Background: an optimization exercise with open tools, aiming at a short achievable clock period and few clock cycles. Do not read the settings as production practice. The RTL was checked by simulation tests, not by an equivalence proof against the original design. Power figures rest on the tool's default switching activity, not on a simulated workload.

==> job 8689 <==
// delta_stage
module delta_stage (
    input  wire        clk,
    input  wire        rst,
    input  wire        enc_in_valid,
    output wire        enc_in_ready,
    input  wire [63:0] enc_in_prev,
    input  wire [63:0] enc_in_cur,
    input  wire        enc_in_last,
    output wire        enc_out_valid,
    input  wire        enc_out_ready,
    output wire [7:0]  enc_out_data,
    output wire        enc_out_last,
    output wire [23:0] enc_out_dirty,
    input  wire        dec_in_valid,
    output wire        dec_in_ready,
    input  wire [7:0]  dec_in_data,
    input  wire        dec_in_last,
    input  wire [31:0] dec_cap,
    output wire        dec_out_valid,
    input  wire        dec_out_ready,
    output wire        dec_out_end,
    output wire [23:0] dec_out_pair,
    output wire [47:0] dec_out_rgb,
    output wire [1:0]  dec_out_err,
    output wire [23:0] dec_out_info,
    output wire [23:0] dec_out_count
);
    delta_encoder u_enc (
        .clk       (clk),
        .rst       (rst),
        .in_valid  (enc_in_valid),
        .in_ready  (enc_in_ready),
        .in_prev   (enc_in_prev),
        .in_cur    (enc_in_cur),
        .in_last   (enc_in_last),
        .out_valid (enc_out_valid),
        .out_ready (enc_out_ready),
        .out_data  (enc_out_data),
        .out_last  (enc_out_last),
        .out_dirty (enc_out_dirty)
    );
    delta_apply_parser u_dec (
        .clk       (clk),
        .rst       (rst),
        .in_valid  (dec_in_valid),
        .in_ready  (dec_in_ready),
        .in_data   (dec_in_data),
        .in_last   (dec_in_last),
        .cap       (dec_cap),
        .out_valid (dec_out_valid),
        .out_ready (dec_out_ready),
        .out_end   (dec_out_end),
        .out_pair  (dec_out_pair),
        .out_rgb   (dec_out_rgb),
        .out_err   (dec_out_err),
        .out_info  (dec_out_info),
        .out_count (dec_out_count)
    );
endmodule
Settings: LEC_CHECK=0, CAP_MARGIN=20, CORE_MARGIN=2, CORE_UTILIZATION=55, SETUP_SLACK_MARGIN=3.2, SLEW_MARGIN=20; clock period 5.5 ns.
run.sh (not shown) runs the stock make flow with config.mk's settings and CLKGATE_MAP_FILE= SYNTH_SCRIPT=/design/flow/synth_recipe.tcl, a recipe that flattens the netlist after the stock synthesis.
==> job 4357: changes against job 8689 <==
--- a/flow/design.v
+++ b/flow/design.v
@@ -1,9 +1,9 @@
 module delta_encoder #(
-    parameter PAW = 4,         
-    parameter HAW = 4          
+    parameter PAW = 5,         
+    parameter HAW = 5          
 ) (
     input  wire        clk,
     input  wire        rst,
     input  wire        in_valid,
     output wire        in_ready,
     input  wire [63:0] in_prev,
@@ -134,67 +134,60 @@
                 prh  <= {prh[PD-2:0], prh[PD-1]};
             end else if (ph_pop) begin
                 ph_v <= 1'b0;
             end
         end
     end
+    reg [47:0] sh;          
     reg [2:0]  nb;          
     reg [3:0]  rem;         
     reg        glast;       
     reg [23:0] fdirty;      
     wire        room;
     wire        at_hdr = (nb == 3'd0);
-    wire        start  = at_hdr ? (hh[11:8] != 4'd0)
+    wire        load   = at_hdr ? (hh[11:8] != 4'd0)
                                 : (nb == 3'd1 && rem != 4'd0);
     wire        e_last = at_hdr ? (hh[11:8] == 4'd0 && hh[12])
                                 : (nb == 3'd1 && rem == 4'd0 && glast);
-    reg  [7:0]  e_data;
-    always @(*) begin
-        case (nb)
-            3'd6:    e_data = ph[7:0];
-            3'd5:    e_data = ph[15:8];
-            3'd4:    e_data = ph[23:16];
-            3'd3:    e_data = ph[31:24];
-            3'd2:    e_data = ph[39:32];
-            3'd1:    e_data = ph[47:40];
-            default: e_data = hh[7:0];
-        endcase
-    end
-    wire        go     = room && (at_hdr ? hh_v : ph_v);
+    wire [7:0]  e_data = at_hdr ? hh[7:0] : sh[7:0];
+    wire        go     = room && (at_hdr ? hh_v : 1'b1) && (!load || ph_v);
     assign hh_pop = go && at_hdr;
-    assign ph_pop = go && (nb == 3'd1);
+    assign ph_pop = go && load;
     always @(posedge clk) begin
         if (rst) begin
             nb     <= 3'd0;
             rem    <= 4'd0;
             glast  <= 1'b0;
             fdirty <= 24'd0;
         end else if (go) begin
             if (at_hdr)
                 glast <= hh[12];
-            if (start) begin
+            if (load) begin
+                sh  <= ph;
                 nb  <= 3'd6;
                 rem <= at_hdr ? hh[11:8] - 4'd1 : rem - 4'd1;
             end else if (!at_hdr) begin
+                sh  <= {8'd0, sh[47:8]};
                 nb  <= nb - 3'd1;
             end
             if (e_last)
                 fdirty <= 24'd0;
-            else if (start)
+            else if (load)
                 fdirty <= fdirty + 24'd1;
         end
     end
     delta_ofifo #(.W(33)) u_out (
         .clk       (clk),
         .rst       (rst),
         .push      (go),
         .din       ({fdirty, e_last, e_data}),
         .room      (room),
         .out_valid (out_valid),
         .out_ready (out_ready),
-        .dout      ({out_dirty, out_last, out_data})
+        .dout      ({out_dirty, out_last, out_data}),
+        .dnext     ()
     );
 endmodule
 module delta_apply_parser (
     input  wire        clk,
     input  wire        rst,
     input  wire        in_valid,
@@ -400,29 +393,43 @@
                     pos   <= 24'd0;
                     cnt   <= 24'd0;
                 end
             end
         end
     end
-    wire [71:0] o_d;
+    wire [72:0] o_n;
+    reg         o_end;
+    reg  [23:0] o_pair, o_info, o_count;
+    reg  [47:0] o_rgb;
+    reg  [1:0]  o_err;
     delta_ofifo #(.W(73)) u_out (
         .clk       (clk),
         .rst       (rst),
         .push      (push),
         .din       (e_pend ? {1'b1, e_info, 22'd0, e_err, e_cnt}
                            : {1'b0, k, q_n}),
         .room      (room),
         .out_valid (out_valid),
         .out_ready (out_ready),
-        .dout      ({out_end, o_d})
+        .dout      (),
+        .dnext     (o_n)
     );
-    assign out_pair  = o_d[71:48];
-    assign out_rgb   = o_d[47:0];
-    assign out_info  = o_d[71:48];
-    assign out_err   = o_d[25:24];
-    assign out_count = o_d[23:0];
+    always @(posedge clk) begin
+        o_end   <= o_n[72];
+        o_pair  <= o_n[72] ? 24'd0 : o_n[71:48];
+        o_rgb   <= o_n[72] ? 48'd0 : o_n[47:0];
+        o_info  <= o_n[72] ? o_n[71:48] : 24'd0;
+        o_err   <= o_n[72] ? o_n[25:24] : 2'd0;
+        o_count <= o_n[72] ? o_n[23:0]  : 24'd0;
+    end
+    assign out_end   = o_end;
+    assign out_pair  = o_pair;
+    assign out_rgb   = o_rgb;
+    assign out_info  = o_info;
+    assign out_err   = o_err;
+    assign out_count = o_count;
 endmodule
 module delta_stage (
     input  wire        clk,
     input  wire        rst,
     input  wire        enc_in_valid,
     output wire        enc_in_ready,
@@ -487,35 +494,45 @@
     input  wire         rst,
     input  wire         push,
     input  wire [W-1:0] din,
     output reg          room,
     output reg          out_valid,
     input  wire         out_ready,
-    output reg  [W-1:0] dout
+    output reg  [W-1:0] dout,
+    output wire [W-1:0] dnext       
 );
     reg [W-1:0] mem [0:3];
     reg [2:0]   wp, rp;
-    wire [2:0] cnt = wp - rp;
-    wire       pop = (wp != rp) && (!out_valid || out_ready);
+    reg         hv;
+    reg [W-1:0] head;
+    wire [2:0]   cnt    = wp - rp;
+    wire         pop    = (wp != rp) && (!hv || out_ready);
+    wire [W-1:0] head_n = pop ? mem[rp[1:0]] : head;
+    wire         hv_n   = pop || (hv && !out_ready);
+    assign dnext = head_n;
     always @(posedge clk) begin
         if (push)
             mem[wp[1:0]] <= din;
-        if (pop)
-            dout <= mem[rp[1:0]];
+        dout <= head_n;
         if (rst) begin
             wp        <= 3'd0;
             rp        <= 3'd0;
             room      <= 1'b0;
+            hv        <= 1'b0;
             out_valid <= 1'b0;
+            head      <= {W{1'b0}};
         end else begin
+            if (pop)
+                head <= mem[rp[1:0]];
             if (push)
                 wp <= wp + 3'd1;
             if (pop)
                 rp <= rp + 3'd1;
             if (pop)
-                out_valid <= 1'b1;
+                hv <= 1'b1;
             else if (out_ready)
-                out_valid <= 1'b0;
-            room <= (cnt <= 3'd1);
+                hv <= 1'b0;
+            out_valid <= hv_n;
+            room      <= (cnt <= 3'd1);
         end
     end
 endmodule
Settings changed: CTS_CLUSTER_DIAMETER set to 80, CTS_CLUSTER_SIZE set to 24.
==> job 4205: changes against job 8689 <==
--- a/flow/design.v
+++ b/flow/design.v
@@ -1,9 +1,9 @@
 module delta_encoder #(
-    parameter PAW = 4,         
-    parameter HAW = 4          
+    parameter PAW = 5,         
+    parameter HAW = 5          
 ) (
     input  wire        clk,
     input  wire        rst,
     input  wire        in_valid,
     output wire        in_ready,
     input  wire [63:0] in_prev,
@@ -34,47 +34,33 @@
             s_v <= in_valid && rdy;
     end
     reg [47:0]    pmem [0:PD-1];
     reg [PAW:0]   pw, pr;
     reg [12:0]    hmem [0:HD-1];     
     reg [HAW:0]   hw, hr;
-    reg [PD-1:0]  pwh;               
-    reg [HD-1:0]  hwh;               
-    reg [PD-1:0]  prh;               
-    reg [HD-1:0]  hrh;               
     reg [2:0]     slot;
     reg [7:0]     hdr;
     reg [3:0]     gcnt;
     wire       dirty    = s_v && s_dirty;
     wire [7:0] hdr_n    = hdr | ({dirty, 7'd0} >> slot);
     wire [3:0] gcnt_n   = gcnt + {3'd0, dirty};
     wire       grp_done = s_v && (slot == 3'd7 || s_last);
-    integer i;
     always @(posedge clk) begin
-        for (i = 0; i < PD; i = i + 1)
-            if (pwh[i])
-                pmem[i] <= s_c;
-        for (i = 0; i < HD; i = i + 1)
-            if (hwh[i])
-                hmem[i] <= {s_last, gcnt_n, hdr_n};
+        pmem[pw[PAW-1:0]] <= s_c;
+        hmem[hw[HAW-1:0]] <= {s_last, gcnt_n, hdr_n};
         if (rst) begin
             pw   <= 0;
             hw   <= 0;
-            pwh  <= 1;
-            hwh  <= 1;
             slot <= 3'd0;
             hdr  <= 8'd0;
             gcnt <= 4'd0;
         end else begin
-            if (dirty) begin
-                pw  <= pw + 1'b1;
-                pwh <= {pwh[PD-2:0], pwh[PD-1]};
-            end
+            if (dirty)
+                pw <= pw + 1'b1;
             if (grp_done) begin
                 hw   <= hw + 1'b1;
-                hwh  <= {hwh[HD-2:0], hwh[HD-1]};
                 slot <= 3'd0;
                 hdr  <= 8'd0;
                 gcnt <= 4'd0;
             end else if (s_v) begin
                 slot <= slot + 3'd1;
                 hdr  <= hdr_n;
@@ -93,48 +79,32 @@
             rdy <= (pfill <= PD - 4) && (hfill <= HD - 4);
     end
     reg        hh_v, ph_v;
     reg [12:0] hh;          
     reg [47:0] ph;          
     wire       hh_pop, ph_pop;
-    reg [12:0] hmem_rd;
-    reg [47:0] pmem_rd;
-    always @(*) begin
-        hmem_rd = 13'd0;
-        for (i = 0; i < HD; i = i + 1)
-            hmem_rd = hmem_rd | (hmem[i] & {13{hrh[i]}});
-        pmem_rd = 48'd0;
-        for (i = 0; i < PD; i = i + 1)
-            pmem_rd = pmem_rd | (pmem[i] & {48{prh[i]}});
-    end
-    wire hh_ld = (!hh_v || hh_pop) && hne;
-    wire ph_ld = (!ph_v || ph_pop) && pne;
     always @(posedge clk) begin
-        if (hh_ld)
-            hh <= hmem_rd;
-        if (ph_ld)
-            ph <= pmem_rd;
+        if ((!hh_v || hh_pop) && hne)
+            hh <= hmem[hr[HAW-1:0]];
+        if ((!ph_v || ph_pop) && pne)
+            ph <= pmem[pr[PAW-1:0]];
         if (rst) begin
             hh_v <= 1'b0;
             ph_v <= 1'b0;
             hr   <= 0;
             pr   <= 0;
-            hrh  <= 1;
-            prh  <= 1;
         end else begin
-            if (hh_ld) begin
+            if ((!hh_v || hh_pop) && hne) begin
                 hh_v <= 1'b1;
                 hr   <= hr + 1'b1;
-                hrh  <= {hrh[HD-2:0], hrh[HD-1]};
             end else if (hh_pop) begin
                 hh_v <= 1'b0;
             end
-            if (ph_ld) begin
+            if ((!ph_v || ph_pop) && pne) begin
                 ph_v <= 1'b1;
                 pr   <= pr + 1'b1;
-                prh  <= {prh[PD-2:0], prh[PD-1]};
             end else if (ph_pop) begin
                 ph_v <= 1'b0;
             end
         end
     end
     reg [2:0]  nb;          
@@ -180,13 +150,13 @@
             if (e_last)
                 fdirty <= 24'd0;
             else if (start)
                 fdirty <= fdirty + 24'd1;
         end
     end
-    delta_ofifo #(.W(33)) u_out (
+    delta_ofifo #(.W(33), .AW(2)) u_out (
         .clk       (clk),
         .rst       (rst),
         .push      (go),
         .din       ({fdirty, e_last, e_data}),
         .room      (room),
         .out_valid (out_valid),
@@ -236,13 +206,14 @@
     reg        hd_v;
     reg [41:0] hd;
     wire       take;
     assign in_ready = rdy;
     wire       i_wr  = in_valid && rdy;
     wire [2:0] ifill = iw - ir;
-    wire       i_rd  = (!hd_v || take) && (iw != ir);
+    wire       i_rd  = (!hd_v || take) && (ifill != 3'd0);
+    wire [2:0] ifill_n = ifill + {2'd0, i_wr} - {2'd0, i_rd};
     always @(posedge clk) begin
         if (i_wr)
             imem[iw[1:0]] <= {cap[31:3], in_last, in_data == 8'd0,
                               lead(in_data), in_data};
         if (i_rd)
             hd <= imem[ir[1:0]];
@@ -257,13 +228,13 @@
             if (i_rd)
                 ir <= ir + 3'd1;
             if (i_rd)
                 hd_v <= 1'b1;
             else if (take)
                 hd_v <= 1'b0;
-            rdy <= (ifill <= 3'd1);
+            rdy <= (ifill_n <= 3'd3);
         end
     end
     wire [7:0]  b      = hd[7:0];
     wire [2:0]  b_lead = hd[10:8];
     wire        bzero  = hd[11];
     wire        blast  = hd[12];
@@ -401,13 +372,13 @@
                     cnt   <= 24'd0;
                 end
             end
         end
     end
     wire [71:0] o_d;
-    delta_ofifo #(.W(73)) u_out (
+    delta_ofifo #(.W(73), .AW(2)) u_out (
         .clk       (clk),
         .rst       (rst),
         .push      (push),
         .din       (e_pend ? {1'b1, e_info, 22'd0, e_err, e_cnt}
                            : {1'b0, k, q_n}),
         .room      (room),
@@ -478,44 +449,47 @@
         .out_err   (dec_out_err),
         .out_info  (dec_out_info),
         .out_count (dec_out_count)
     );
 endmodule
 module delta_ofifo #(
-    parameter W = 8
+    parameter W  = 8,
+    parameter AW = 2
 ) (
     input  wire         clk,
     input  wire         rst,
     input  wire         push,
     input  wire [W-1:0] din,
     output reg          room,
     output reg          out_valid,
     input  wire         out_ready,
     output reg  [W-1:0] dout
 );
-    reg [W-1:0] mem [0:3];
-    reg [2:0]   wp, rp;
-    wire [2:0] cnt = wp - rp;
-    wire       pop = (wp != rp) && (!out_valid || out_ready);
+    localparam D = 1 << AW;
+    reg [W-1:0] mem [0:D-1];
+    reg [AW:0]  wp, rp;
+    wire [AW:0] cnt  = wp - rp;
+    wire        pop  = (cnt != 0) && (!out_valid || out_ready);
+    wire [AW:0] cnt2 = cnt + {{AW{1'b0}}, push} - {{AW{1'b0}}, pop};
     always @(posedge clk) begin
         if (push)
-            mem[wp[1:0]] <= din;
+            mem[wp[AW-1:0]] <= din;
         if (pop)
-            dout <= mem[rp[1:0]];
+            dout <= mem[rp[AW-1:0]];
         if (rst) begin
-            wp        <= 3'd0;
-            rp        <= 3'd0;
+            wp        <= 0;
+            rp        <= 0;
             room      <= 1'b0;
             out_valid <= 1'b0;
         end else begin
             if (push)
-                wp <= wp + 3'd1;
+                wp <= wp + 1'b1;
             if (pop)
-                rp <= rp + 3'd1;
+                rp <= rp + 1'b1;
             if (pop)
                 out_valid <= 1'b1;
             else if (out_ready)
                 out_valid <= 1'b0;
-            room <= (cnt <= 3'd1);
+            room <= (cnt2 <= D - 2);
         end
     end
 endmodule
Settings changed: CORE_UTILIZATION 55 to 45, SETUP_SLACK_MARGIN 3.2 to 2.7.
==> summary.txt <==
                                                                        job 4205                 job 8689                 job 4357
Run status                                               complete, no violations  complete, no violations  complete, no violations
Area occupied by multi-input gates                                     28700 µm²                18500 µm²                26900 µm²
Post-synthesis area per instance                                        19.7 µm²                 17.0 µm²                 16.7 µm²
Sum of net half-perimeters after detailed placement                       159 mm                   108 mm                   188 mm
Mux cell area share after synthesis                                        14.1%                    5.39%                    4.78%
Global-route wire length before repair                                    418 mm                   291 mm                   513 mm
Sort of element at the end of the critical path                             flop               output pin               output pin
Worst setup path class                                                   reg2reg                  reg2out                  reg2out
Met1 track demand over resource in global routing                          29.9%                    38.8%                    43.4%
Layout-stage area growth over the synthesis result                         15.8%                    15.8%                    12.1%
Fraction of power consumed by combinational cells                          17.5%                    14.3%                    15.4%
Synth Area in Simple Gates                                                 3.90%                    5.22%                    5.86%
Worst setup skew after layout                                          0.0972 ns                0.0308 ns                0.0438 ns
Number of iterations in the first detailed-routing pass                        8                        7                        6
Final net count                                                             6831                     5441                     8075
Number of nets in the synthesized netlist                                   6383                     5054                     7701
TritonCTS Sinks                                                             3103                     2187                     3441
Seq Cell Count                                                              3103                     2187                     3441
Pin count of the biggest net entering global routing                          88                       75                       88
Sw Ratio                                                                   26.0%                    25.5%                    25.7%
Testbench counts of job 8689, summed over its fixed seeds: cycles 167,155.
Testbench counts of job 4357, summed over its fixed seeds: cycles 164,230.
Testbench counts of job 4205, summed over its fixed seeds: cycles 164,330.

[re-timing with driven ports]
In the flow no input, the clock included, has a driving cell. The finished layouts below were timed again as built, in two steps.
Step 1: set_driving_cell puts a clkbuf_16 on clk and a buf_2 on each other input, an assumption about the parent block.
Step 2 adds t to the input delays and takes it off the output delays; t is the mean of the earliest and latest rising clock arrival at the registers after step 1. Input paths then give back, and output paths get back, about the clock's delay inside the block.
a / b / c = ideal ports / drivers / drivers and shift; a / b = the first two.
| run | t, ns | setup slack, ns | latest minus earliest clock arrival (ns) | worst register clock-pin slew, ns | worst slew at a driven data input, ns |
|---|---|---|---|---|---|
| job 8689 | 0.909 | 2.922 / 2.842 / 2.333 | 0.034 / 0.035 | 0.07 / 0.07 | 0.11 |
| job 4357 | 0.929 | 3.072 / 2.978 / 2.349 | 0.048 / 0.047 | 0.10 / 0.10 | 0.18 |
| job 4205 | 0.977 | 2.651 / 2.651 / 2.093 | 0.098 / 0.098 | 0.07 / 0.07 | 0.12 |
After both steps setup and hold are still met in every run listed. The setup slack of job 4357, which loses most, moves by -0.094 ns with the drivers and by -0.723 ns with both steps.
